What follows belongs to an exercise in optimizing a design on an open flow for small area; a production flow would make more cautious choices.
The RTL was checked by simulation tests, not by an equivalence proof against the original design.
Power and IR drop assume default switching activity.

<file path="flow/run.sh">
#!/bin/bash
# synth_recipe.tcl (not shown) runs the flow's synth.tcl, then flattens the netlist and writes it again
# the make line also repeats each setting of config.mk as NAME=value (left out here)
make -C /OpenROAD-flow-scripts/flow DESIGN_CONFIG=/design/flow/config.mk WORK_HOME=/design/flow/orfs CLKGATE_MAP_FILE= SYNTH_SCRIPT=/design/flow/synth_recipe.tcl finish
</file>
<file path="flow/config.mk">
export PLATFORM = sky130hd
export DESIGN_NAME = bayer_unpack
export DESIGN_NICKNAME = bayer_unpack
export VERILOG_FILES = /design/flow/design.v
export SDC_FILE = /design/flow/constraint.sdc
export NUM_CORES = 4
export LEC_CHECK = 0
export CAP_MARGIN = 20
export CORE_MARGIN = 2
export CORE_UTILIZATION = 40
export SLEW_MARGIN = 20
</file>
<file path="flow/constraint.sdc">
create_clock -name core_clock -period 8.0 [get_ports {clk}]
set_input_delay 1.6000 -clock core_clock [delete_from_list [all_inputs] [get_ports {clk}]]
set_output_delay 1.6000 -clock core_clock [all_outputs]
set_load 0.01 [all_outputs]
</file>
<file path="flow/design.v">
module bayer_unpack (
    input  wire        clk,
    input  wire        rst,             
    input  wire        start,
    input  wire [11:0] cfg_width,
    input  wire [11:0] cfg_height,
    input  wire [31:0] cfg_mode,
    input  wire [15:0] cfg_stride,
    input  wire [31:0] cfg_src_len,
    output wire [1:0]  state,
    output wire [3:0]  err,
    output wire [3:0]  errfield,
    output wire [12:0] row,
    output wire [31:0] fault_addr,
    output wire        src_req,
    output wire [31:0] src_addr,
    input  wire        src_gnt,
    input  wire        src_rvalid,
    input  wire [7:0]  src_rdata,
    output wire        dst_we,
    output wire [25:0] dst_addr,
    output wire [7:0]  dst_wdata,
    input  wire        dst_ready
);
    localparam [1:0] ST_IDLE = 2'd0, ST_RUN = 2'd1, ST_DONE = 2'd2, ST_FAIL = 2'd3;
    localparam [1:0] PH_STEP = 2'd0, PH_WAIT = 2'd1, PH_WRITE = 2'd2, PH_REW = 2'd3;
    reg [1:0]  st_q;
    reg [1:0]  ph_q;         
    reg [12:0] row_q;
    reg [31:0] f_q;          
    reg [28:0] slen_q;       
    reg [15:0] stride_q;
    reg [11:0] w_q, h_q;
    reg        p12_q, cmp_q, bin_q;
    reg [3:0]  selw_q;       
    reg [12:0] col_q;        
    reg [3:0]  b_q;          
    reg [25:0] a_q;          
    reg [7:0]  out_q;
    genvar gi;
    wire       start_ok = start && (st_q != ST_RUN);
    wire [7:0] in_prec  = cfg_mode[7:0];
    wire [3:0] in_sel   = cfg_mode[19:16];
    wire       in_bin   = cfg_mode[20];
    wire       prec_ok  = (in_prec == 8'd10) || (in_prec == 8'd12);
    wire [8:0] geom     = cfg_width[2:0] * cfg_height[2:0] * in_prec[2:0];
    wire       geom_ok  = (geom[2:0] == 3'd0);
    wire [3:0] in_prio  = in_sel[1] ? 4'b0010 : in_sel[0] ? 4'b0001 :
                          in_sel[3] ? 4'b1000 : 4'b0100;
    wire running = (st_q == ST_RUN);
    wire p_step  = running && (ph_q == PH_STEP);
    wire p_wait  = running && (ph_q == PH_WAIT);
    wire p_write = running && (ph_q == PH_WRITE);
    wire p_rew   = running && (ph_q == PH_REW);
    wire [29:0] ge_c;
    assign ge_c[0] = 1'b1;
    generate
        for (gi = 0; gi < 29; gi = gi + 1) begin : g_ge
            assign ge_c[gi+1] = (f_q[gi+3] & ~slen_q[gi]) | (ge_c[gi] & (f_q[gi+3] | ~slen_q[gi]));
        end
    endgenerate
    wire trunc = ge_c[29];
    wire [1:0] pidx  = {~row_q[0], col_q[0]};            
    wire       rsamp = selw_q[pidx];
    wire       wsamp = !bin_q || rsamp;
    wire       b_last = cmp_q ? (p12_q ? (b_q == 4'd11) : (b_q == 4'd9)) : (b_q == 4'd15);
    wire       win    = p12_q ? (b_q >= 4'd4 && b_q < 4'd12) : (b_q >= 4'd2 && b_q < 4'd10);
    wire       need   = win && rsamp;
    wire       fwd_adv  = (p_step && !trunc && !need) || (p_wait && src_rvalid);
    wire       badv     = fwd_adv || p_rew;
    wire       to_write = fwd_adv && b_last && wsamp;
    wire       wr_done  = p_write && dst_ready;
    wire       cadv     = (badv && b_last && !to_write) || wr_done;
    wire       col_end;                   
    wire       row_end  = cadv && col_end && !p_rew;
    wire       last_row;                  
    wire       str_nz   = (stride_q != 16'd0);
    wire       jump     = row_end && !last_row && str_nz;
    wire       bitv     = p_wait && src_rdata[f_q[2:0]];
    wire [13:0] col_c;                        
    wire [12:0] col_nx;
    wire [13:0] row_c;                        
    wire [12:0] row_nx;
    assign col_c[0] = cadv;
    assign row_c[0] = row_end;
    generate
        for (gi = 0; gi < 13; gi = gi + 1) begin : g_cr
            assign col_nx[gi]  = col_q[gi] ^ col_c[gi];
            assign col_c[gi+1] = col_c[gi] & col_q[gi];
            assign row_nx[gi]  = row_q[gi] ^ row_c[gi];
            assign row_c[gi+1] = row_c[gi] & row_q[gi];
        end
    endgenerate
    assign last_row = (row_nx == {h_q, 1'b0});
    assign col_end  = (col_nx == {w_q, 1'b0});
    wire [31:0] f_op = {{13{p_rew}}, {16{p_rew}} | ({16{jump}} & stride_q), {2{p_rew}}, p_rew | fwd_adv};
    wire [32:0] f_c;
    wire [31:0] f_nx;
    assign f_c[0] = 1'b0;
    generate
        for (gi = 0; gi < 32; gi = gi + 1) begin : g_f
            assign f_nx[gi]  = f_q[gi] ^ f_op[gi] ^ f_c[gi];
            assign f_c[gi+1] = (f_q[gi] & f_op[gi]) | (f_c[gi] & (f_q[gi] ^ f_op[gi]));
        end
    endgenerate
    wire [26:0] a_c;
    wire [25:0] a_nx;
    assign a_c[0] = wr_done;
    generate
        for (gi = 0; gi < 26; gi = gi + 1) begin : g_a
            assign a_nx[gi]  = a_q[gi] ^ a_c[gi];
            assign a_c[gi+1] = a_q[gi] & a_c[gi];
        end
    endgenerate
    assign state      = st_q;
    assign err        = (st_q == ST_FAIL) ? ((ph_q == 2'd0) ? 4'd3 : (ph_q == 2'd3) ? 4'd2 : {2'd0, ph_q}) : 4'd0;
    assign errfield   = (st_q == ST_FAIL) ? {2'd0, ph_q} : 4'd0;
    assign row        = row_q;
    assign fault_addr = {3'd0, f_q[31:3]};
    assign src_req    = p_step && need && !trunc;
    assign src_addr   = {3'd0, f_q[31:3]};
    assign dst_we     = p_write;
    assign dst_addr   = a_q;
    assign dst_wdata  = out_q;
    wire in_ok   = (in_sel != 4'd0) && prec_ok && geom_ok;
    wire go_run  = start_ok && in_ok && (cfg_height != 12'd0) && (cfg_width != 12'd0);
    wire go_wz   = start_ok && in_ok && (cfg_height != 12'd0) && (cfg_width == 12'd0);
    wire done_ev = row_end && last_row;
    wire f_clr = rst || start_ok || done_ev;      
    always @(posedge clk) begin
        f_q   <= f_clr ? {22'd0, go_run, 9'd0} : f_nx;
        a_q   <= start_ok ? 26'd0 : a_nx;
        col_q <= (start_ok || (cadv && col_end)) ? 13'd0 : col_nx;
        b_q   <= (start_ok || (badv && b_last)) ? 4'd0 : b_q + {3'd0, badv};
        row_q <= (rst || start_ok) ? (go_wz ? {cfg_height, 1'b0} : 13'd0) : row_nx;
        if (fwd_adv && win)
            out_q <= {bitv, out_q[7:1]};
    end
    always @(posedge clk) begin
        if (start_ok) begin
            w_q      <= cfg_width;
            h_q      <= cfg_height;
            p12_q    <= (in_prec == 8'd12);
            cmp_q    <= cfg_mode[8];
            bin_q    <= in_bin;
            selw_q   <= in_bin ? in_prio : in_sel;
            stride_q <= cfg_stride;
            slen_q   <= (cfg_src_len[31:29] != 3'd0) ? 29'h1FFF_FFFF : cfg_src_len[28:0];
        end
    end
    always @(posedge clk) begin
        if (rst) begin
            st_q <= ST_IDLE;
        end else if (start_ok) begin
            if (in_sel == 4'd0) begin
                st_q <= ST_FAIL;
                ph_q <= 2'd1;
            end else if (!prec_ok) begin
                st_q <= ST_FAIL;
                ph_q <= 2'd2;
            end else if (!geom_ok) begin
                st_q <= ST_FAIL;
                ph_q <= 2'd3;
            end else begin
                ph_q <= PH_STEP;
                st_q <= go_run ? ST_RUN : ST_DONE;
            end
        end else if (running) begin
            if (p_step && trunc)
                st_q <= ST_FAIL;                  
            if (done_ev)
                st_q <= ST_DONE;
            if (p_step && need && !trunc && src_gnt)
                ph_q <= PH_WAIT;
            else if (badv || wr_done) begin
                if (to_write)
                    ph_q <= PH_WRITE;
                else if (jump)
                    ph_q <= PH_REW;
                else if (p_rew && !(cadv && col_end))
                    ph_q <= PH_REW;
                else
                    ph_q <= PH_STEP;
            end
        end
    end
endmodule
</file>
==> out/qor.txt <==
Die width: 153 um
Final WL: 21500 um
Ports: 241
Worst Hold Path EP: out_q[5]
Number of global-route vias before repair: 6871
Achievable frequency: 63.5 MHz
Synthesized area: 8840 um^2
Max-slew violations: 0
Max-Cap Viols: 0
Largest cells by area after synthesis: edfxtp_1 29%, dfxtp_1 20%, ha_1 8.1%, fa_1 6.8%, buf_4 5.8%
Post-synth EDFFs: 86
Global-route wire length before repair: 35200 um
I/O Buffers: 212
HPWL after DPL: 16100 um
Clock latency (worst-skew pair): 0.44 ns
Global placement routability congestion: 0.841
Fin crit period: 15.75 ns
TritonCTS clock tree: yes
Antenna-violating nets left: 0
Slew of the pin with the lowest slew margin: 0.898 ns
Routed vias/inst: 4.64
Critical Path End Type: register
Cell taking the most area after synthesis: edfxtp_1
DP Worst Slack: -8.63 ns
Total global routing overflow: 0
Endpoints failing hold: 0
Starting DRC count in detailed routing: 285
Core area: 21800 um^2
Final setup violation count: 32
WL/cell: 15.7 um
RSZ-0062 raised after global routing: yes
Fraction of layout cells with a size suffix above 1: 0.273
Lkg Pwr: 5.25 nW
Min-delay src: out_q[6]
Cell Pwr Density: 159 nW/um^2
TritonCTS buffer count: 17
Syn Inst Count: 766
Die Y: 153 um
Top_reg_cell synth: dfxtp_1
Fin worst setup slack: -7.75 ns
Initial antenna violation count: 0
TritonRoute pass-1 iters: 4
CP arrival: 16.07 ns
Syn Area/Cell: 11.5 um^2
Critical path's largest stage delay: 0.36 ns
Flops & latches, synth: 176
Crit path kind: in2reg
Max-slew headroom: 0.400
Clock transition at the registers of the reported paths: 0.06 ns
Critical Path Fanout Max: 2
Async SR Flop Fraction: 0
Most common cell after layout, fill and taps aside: clkdlybuf4s50_1
Hold Crit Class: reg2reg
Clock sink count: 176
Diode count: 0
Startpoint types: primary input
CP max-delay cell: fa_2
Worst Path Required: 8.32 ns
Most frequent cells in the layout: 211 x clkdlybuf4s50_1, 145 x buf_4, 90 x dfxtp_1, 86 x edfxtp_1, 50 x inv_1
GRT Overall Usage: 0.191
Yosys warns: 1
Via count: 6356
Initial Utilization: 0.406
Worst Reg-to-Reg Cells: 80
Final period util: 1.97
Synth unique cells: 62
Status: complete, but fails checks
Nets@finish: 1281
Row count: 54
Pwr Total: 0.00210 W
Clk root buf: clkbuf_16
Synthesis-to-layout area growth: 49.2%
R2r setup slk: -7.71 ns
SO Faults: setup timing
CTS max path bufs: 2
Cell with the most instances on the worst path: fa_2
Final Skew: 0.0114 ns
Die area: 23300 um^2
Peak supply drop: 0.000124 V
RR Startpoint: slen_q[5]
Pin count of the biggest net entering global routing: 84
Hold Crit Depth: 0
Sequential cell area fraction in the yosys report: 0.496
DRC Markers: 0
Yosys top cell area share: 0.292
Reg2reg end: f_q[31]
H-tree Lvls: 4
per-layer routing:
layer	wire length, um	GRT usage
met1	9970	0.251
met2	10300	0.320
met3	902	0.0392
met4	348	0.0591
met5	0	0
flip-flops by register name (all words and copies together) (netlist names):
register,count
f_q,32
slen_q,29
a_q,26
stride_q,16
col_q,13
row_q,13
h_q,12
w_q,12
out_q,8
b_q,4
selw_q,4
ph_q,2
st_q,2
bin_q,1
cmp_q,1
p12_q,1
cell usage after synthesis, drive strengths merged, types with 2 or more instances:
library cell,number
dfxtp,90
edfxtp,86
buf,72
ha,57
inv,55
and2,51
nor2,50
nand2b,40
fa,30
xor2,28
nand2,22
a21oi,20
nor4,18
a22o,13
nor2b,13
clkbuf,9
nor3,9
o22ai,9
xnor2,9
o21ai,8
and3,7
nand3,7
maj3,5
a211oi,4
a21o,4
a22oi,4
nand4,4
a2111oi,3
mux4,3
a21boi,2
a221oi,2
a2bb2oi,2
and3b,2
clkinv,2
mux2i,2
nor3b,2
o2111ai,2
o21bai,2
worst max-delay path by stage:
stage / startpoint / end / slack [ns] / depth (start not counted)
global route: slen_q[5] / f_q[31] / -8.30 / 80
global placement: src_rvalid / f_q[31] / -8.38 / 76
detailed placement: src_rvalid / f_q[31] / -8.63 / 76
finish: src_rvalid / f_q[31] / -7.75 / 76
floorplan: src_rvalid / f_q[31] / -7.72 / 75
CTS: slen_q[5] / f_q[31] / -7.83 / 80
cell families (layout without fill, tap and decap cells):
logic type	Yosys count	after routing	synth area share
compound gates	89	89	0.0746
xor+xnor	37	37	0.0366
fa+ha+maj	92	92	0.154
buf+inv	138	452	0.0880
flops	176	176	0.496
mux	6	6	0.0112
other cells	1	10	0.000424
simple gates	227	227	0.139
area by class of cell:
cell class	count	area, um^2
clock buffers	18	429
clock inverters	14	178
fillers	1804	8560
inverters	57	215
multi-input cells	461	4330
flip-flops and latches	176	4380
well taps	280	350
repair buffers	363	3310
metrics by stage:
stage | hold slack (ns) | utilization | cell area, um^2 | instances | setup TNS [ns]
floorplan | 0.499 | - | 9240 | 775 | -129.97
global placement | 0.428 | 0.562 | 12200 | 1325 | -149.30
detailed placement | 0.433 | 0.563 | 12200 | 1325 | -156.82
CTS | 0.453 | 0.600 | 13100 | 1367 | -128.49
global route | 0.460 | 0.607 | 13200 | 1369 | -140.81
finish | 0.451 | 0.607 | 13200 | 1369 | -127.96
worst max-delay path, delay by kind of cell:
kind,cells,cell delay (ns)
AND/OR/NAND/NOR,10,1.11
AO/OA/AOI/OAI,5,0.83
XOR/XNOR,4,0.58
buffers and inverters,5,0.36
adder cells (fa/ha/maj),52,11.55
power by group:
| group | internal [W] | leakage, nW | switching [W] |
|---|---|---|---|
| Sequential | 0.000979 | 1.51 | 0.0000162 |
| Clock | 0.000498 | 0.297 | 0.000372 |
| Combinational | 0.000129 | 3.45 | 0.000104 |
| Total | 0.00161 | 5.25 | 0.000492 |
repair_timing:
action                     in CTS  in global routing
resized for setup              32                 28
setup endpoints to repair      36                 36
hold buffers                    0                  0
gates cloned                    1                  0
buffers inserted                9                  4
pin swaps                      31                 20

what the ideal ports hide:
How much do the figures lean on ideal ports? The routed layout below was timed once more, with nothing changed but the port constraints.
Step 1, drivers: a clkbuf_16 drives clk and a buf_2 each remaining input, both assumed.
Step 2 moves the port delays by t, midway between the first and last clock arrival at a register: inputs arrive t later, outputs are due t later. That takes back most of the time a late clock gives input paths.
Three values: ideal ports, drivers, drivers and shift; two values: the first two.
shift t [ns]: 0.478
setup slack, ns: -7.745 / -7.741 / -8.219
latest minus earliest clock arrival (ns): 0.011 / 0.012
slew at the worst register clock pin (ns): 0.07 / 0.07
For this run, drivers alone change the setup slack by +0.004 ns; drivers and shift together by -0.474 ns.
